This design comes from an exercise in tuning for small area on the open sky130 flow, not from production work.
Function was checked by simulation only, so behaviour that the tests miss may differ from the original.
Power and IR drop assume default switching activity.

Design bcd_clock_core, start of the top module:
module bcd_clock_core (
    input  wire        clk,
    input  wire        rst,         
    input  wire        cmd_valid,
    input  wire [31:0] cmd,
    input  wire [31:0] now,
    output wire        cmd_ready,
    output wire        bus_req,
    output wire        bus_we,
    output wire [7:0]  bus_addr,
    output wire [7:0]  bus_wdata,
    input  wire        bus_done,
    input  wire [7:0]  bus_rdata,
    input  wire        bus_err,
    output wire [3:0]  led_hour,
    output wire [5:0]  led_min,
    output wire [15:0] pwm,
    output wire [15:0] result,
    output wire [7:0]  status
);
For scale: about 150 I/O pins, roughly 5300 um2 of cells after synthesis.
export LEC_CHECK = 0
export ABC_AREA = 1
export CAP_MARGIN = 20
export CORE_MARGIN = 2
export CORE_UTILIZATION = 70
export PLACE_DENSITY = 0.85
export SLEW_MARGIN = 20
create_clock -name core_clock -period 20.0 [get_ports {clk}]
standard.sh (not shown) runs the stock make flow with config.mk's settings and CLKGATE_MAP_FILE= SYNTH_SCRIPT=/design/flow/synth_recipe.tcl, a recipe that flattens the netlist after the stock synthesis.
==> flow/flow/run.sh <==
#!/bin/bash
set -euo pipefail
cd "$(dirname "$0")/.."
W=$PWD
R=$W/orfs/results/$FLOW_PLATFORM/bcd_clock_core/base
LIB=$FLOW_HOME/platforms/$FLOW_PLATFORM/lib/sky130_fd_sc_hd__tt_025C_1v80.lib
bash standard.sh synth > synth.log 2>&1
cp $R/1_2_yosys.v $W/1_2_yosys_standard.v
best=""
best_area=""
pids=()
for s in 1 2 3 4; do
  mkdir -p $W/reabc_$s
  printf 'strash\n&get -n\n&deepsyn -T 60 -S %s\n&dch -f\n&nf -R 1000\n&put\n' $s > $W/reabc_$s/abc.script
  ( cd $W/reabc_$s && REABC_LIB=$LIB REABC_IN=$W/1_2_yosys_standard.v REABC_OUT=$W/reabc_$s/out.v \
      REABC_SCRIPT=$W/reabc_$s/abc.script REABC_STAT=$W/reabc_$s/stat.txt \
      yosys -c $W/flow/reabc.tcl > $W/reabc_$s.log 2>&1 ) &
  pids+=($!)
done
for p in "${pids[@]}"; do wait $p || true; done
for s in 1 2 3 4; do
  a=$(grep "Chip area" $W/reabc_$s/stat.txt 2>/dev/null | awk '{print $NF}' || true)
  [[ -n "$a" && -s $W/reabc_$s/out.v ]] || continue
  if [[ -z "$best" ]] || awk -v a=$a -v b=$best_area 'BEGIN{exit !(a<b)}'; then best=$s; best_area=$a; fi
done
echo "re-mapped netlist: seed $best, area $best_area" > reabc_choice.log
if [[ -n "$best" ]]; then
  cp $W/reabc_$best/out.v $R/1_2_yosys.v
  rm -f $R/1_synth.odb $R/1_synth.sdc
fi
bash standard.sh BUFFER_PORTS_ARGS="-buffer_cell sky130_fd_sc_hd__buf_1" \
  CTS_ARGS="-sink_clustering_enable -repair_clock_nets -buf_list sky130_fd_sc_hd__clkbuf_8 -dont_use_dummy_load" \
  finish > layout.log 2>&1
==> flow/flow/reabc.tcl <==
# Re-map the combinational logic of the standard synthesis netlist with a
# stronger ABC script. Flip-flops are kept as they are (same instances, names
# and cell types); only the gates between them are re-optimised.
set lib $::env(REABC_LIB)
yosys read_liberty -ignore_miss_func $lib
yosys blackbox sky130_fd_sc_hd__*df* sky130_fd_sc_hd__*dl*
yosys read_verilog $::env(REABC_IN)
yosys hierarchy -top $::env(FLOW_TOP)
yosys flatten
yosys rename -hide w:* x:* %d
yosys opt_clean -purge
yosys opt -purge
yosys abc -script $::env(REABC_SCRIPT) -liberty $lib -dont_use *lpflow* -dont_use *probe*
yosys splitnets
yosys opt_clean -purge
yosys hilomap -hicell sky130_fd_sc_hd__conb_1 HI -locell sky130_fd_sc_hd__conb_1 LO
yosys opt_clean -purge
yosys tee -o $::env(REABC_STAT) stat -liberty $lib
yosys write_verilog -noattr -noexpr -nohex -nodec $::env(REABC_OUT)
The baseline went through all stages and came out clean.
Next try:
Settings changed: CAP_MARGIN 20 to 0, CORE_UTILIZATION 70 to 40, CTS_BUF_LIST set to sky130_fd_sc_hd__clkbuf_8, PLACE_DENSITY 0.85 to not set, SLEW_MARGIN 20 to 0.
Effect: The changed run went through all stages and came out clean; fmax is about the same; via count is lower by a few percent; setup slack gets worse by 0.013 ns; power is lower slightly; flip-flop and latch count stays the same; global-route usage is lower by 16 points; die area is higher by well over a third; area after synthesis is unchanged; register-to-register slack gets worse by 0.14 ns; cell count is higher by roughly a tenth; clock skew is lower by 0.0071 ns.
Next try:
--- a/flow/flow/run.sh
+++ b/flow/flow/run.sh
@@ -10,13 +10,16 @@
 best_area=""
-pids=()
-for s in 1 2 3 4; do
-  mkdir -p $W/reabc_$s
-  printf 'strash\n&get -n\n&deepsyn -T 60 -S %s\n&dch -f\n&nf -R 1000\n&put\n' $s > $W/reabc_$s/abc.script
-  ( cd $W/reabc_$s && REABC_LIB=$LIB REABC_IN=$W/1_2_yosys_standard.v REABC_OUT=$W/reabc_$s/out.v \
-      REABC_SCRIPT=$W/reabc_$s/abc.script REABC_STAT=$W/reabc_$s/stat.txt \
-      yosys -c $W/flow/reabc.tcl > $W/reabc_$s.log 2>&1 ) &
-  pids+=($!)
+# deepsyn with 8 seeds, NUM_CORES at a time
+for batch in "1 2 3 4" "5 6 7 8"; do
+  pids=()
+  for s in $batch; do
+    mkdir -p $W/reabc_$s
+    printf 'strash\n&get -n\n&deepsyn -T 60 -S %s\n&dch -f\n&nf -R 1000\n&put\n' $s > $W/reabc_$s/abc.script
+    ( cd $W/reabc_$s && REABC_LIB=$LIB REABC_IN=$W/1_2_yosys_standard.v REABC_OUT=$W/reabc_$s/out.v \
+        REABC_SCRIPT=$W/reabc_$s/abc.script REABC_STAT=$W/reabc_$s/stat.txt \
+        yosys -c $W/flow/reabc.tcl > $W/reabc_$s.log 2>&1 ) &
+    pids+=($!)
+  done
+  for p in "${pids[@]}"; do wait $p || true; done
 done
-for p in "${pids[@]}"; do wait $p || true; done
-for s in 1 2 3 4; do
+for s in 1 2 3 4 5 6 7 8; do
   a=$(grep "Chip area" $W/reabc_$s/stat.txt 2>/dev/null | awk '{print $NF}' || true)
Settings changed: CAP_MARGIN 0 to 20, SLEW_MARGIN 0 to 20.
Outcome:
- clock skew hardly moves
- maximum frequency stays flat
- die area does not change
- sequential share of layout area hardly moves
- cell area barely changes
- total power barely changes
- register-to-register slack barely changes
- setup slack gets worse by 0.0049 ns
- hold slack stays flat

-- afterwards: timing with drivers on the ports --
In the flow no input, the clock included, has a driving cell. The finished layouts below were timed again as built, in two steps.
Step 1 (the two cells are an assumption about what drives the block):
set clk [get_ports {clk}]
set_driving_cell -lib_cell sky130_fd_sc_hd__clkbuf_16 $clk
set_driving_cell -lib_cell sky130_fd_sc_hd__buf_2 [delete_from_list [all_inputs] $clk]
Step 2 times the ports against the registers' clock, not the clock port: input delays grow and output delays shrink by t, the midpoint of the rising clock arrivals with the driver on.
Slacks: ideal / step 1 / step 2; pairs: ideal / step 1.
run	t, ns	setup slack, ns	slew at the worst register clock pin (ns)	cell pins on the clock port's net
the first run	0.400	11.344 / 11.324 / 11.324	0.11 / 0.11	1
the second run	0.405	11.331 / 11.307 / 11.307	0.09 / 0.09	1
the third run	0.407	11.326 / 11.303 / 11.303	0.09 / 0.09	1
After both steps every run listed still meets setup and hold. For the second run, which loses most, drivers alone change the setup slack by -0.024 ns; drivers and shift together by -0.024 ns.
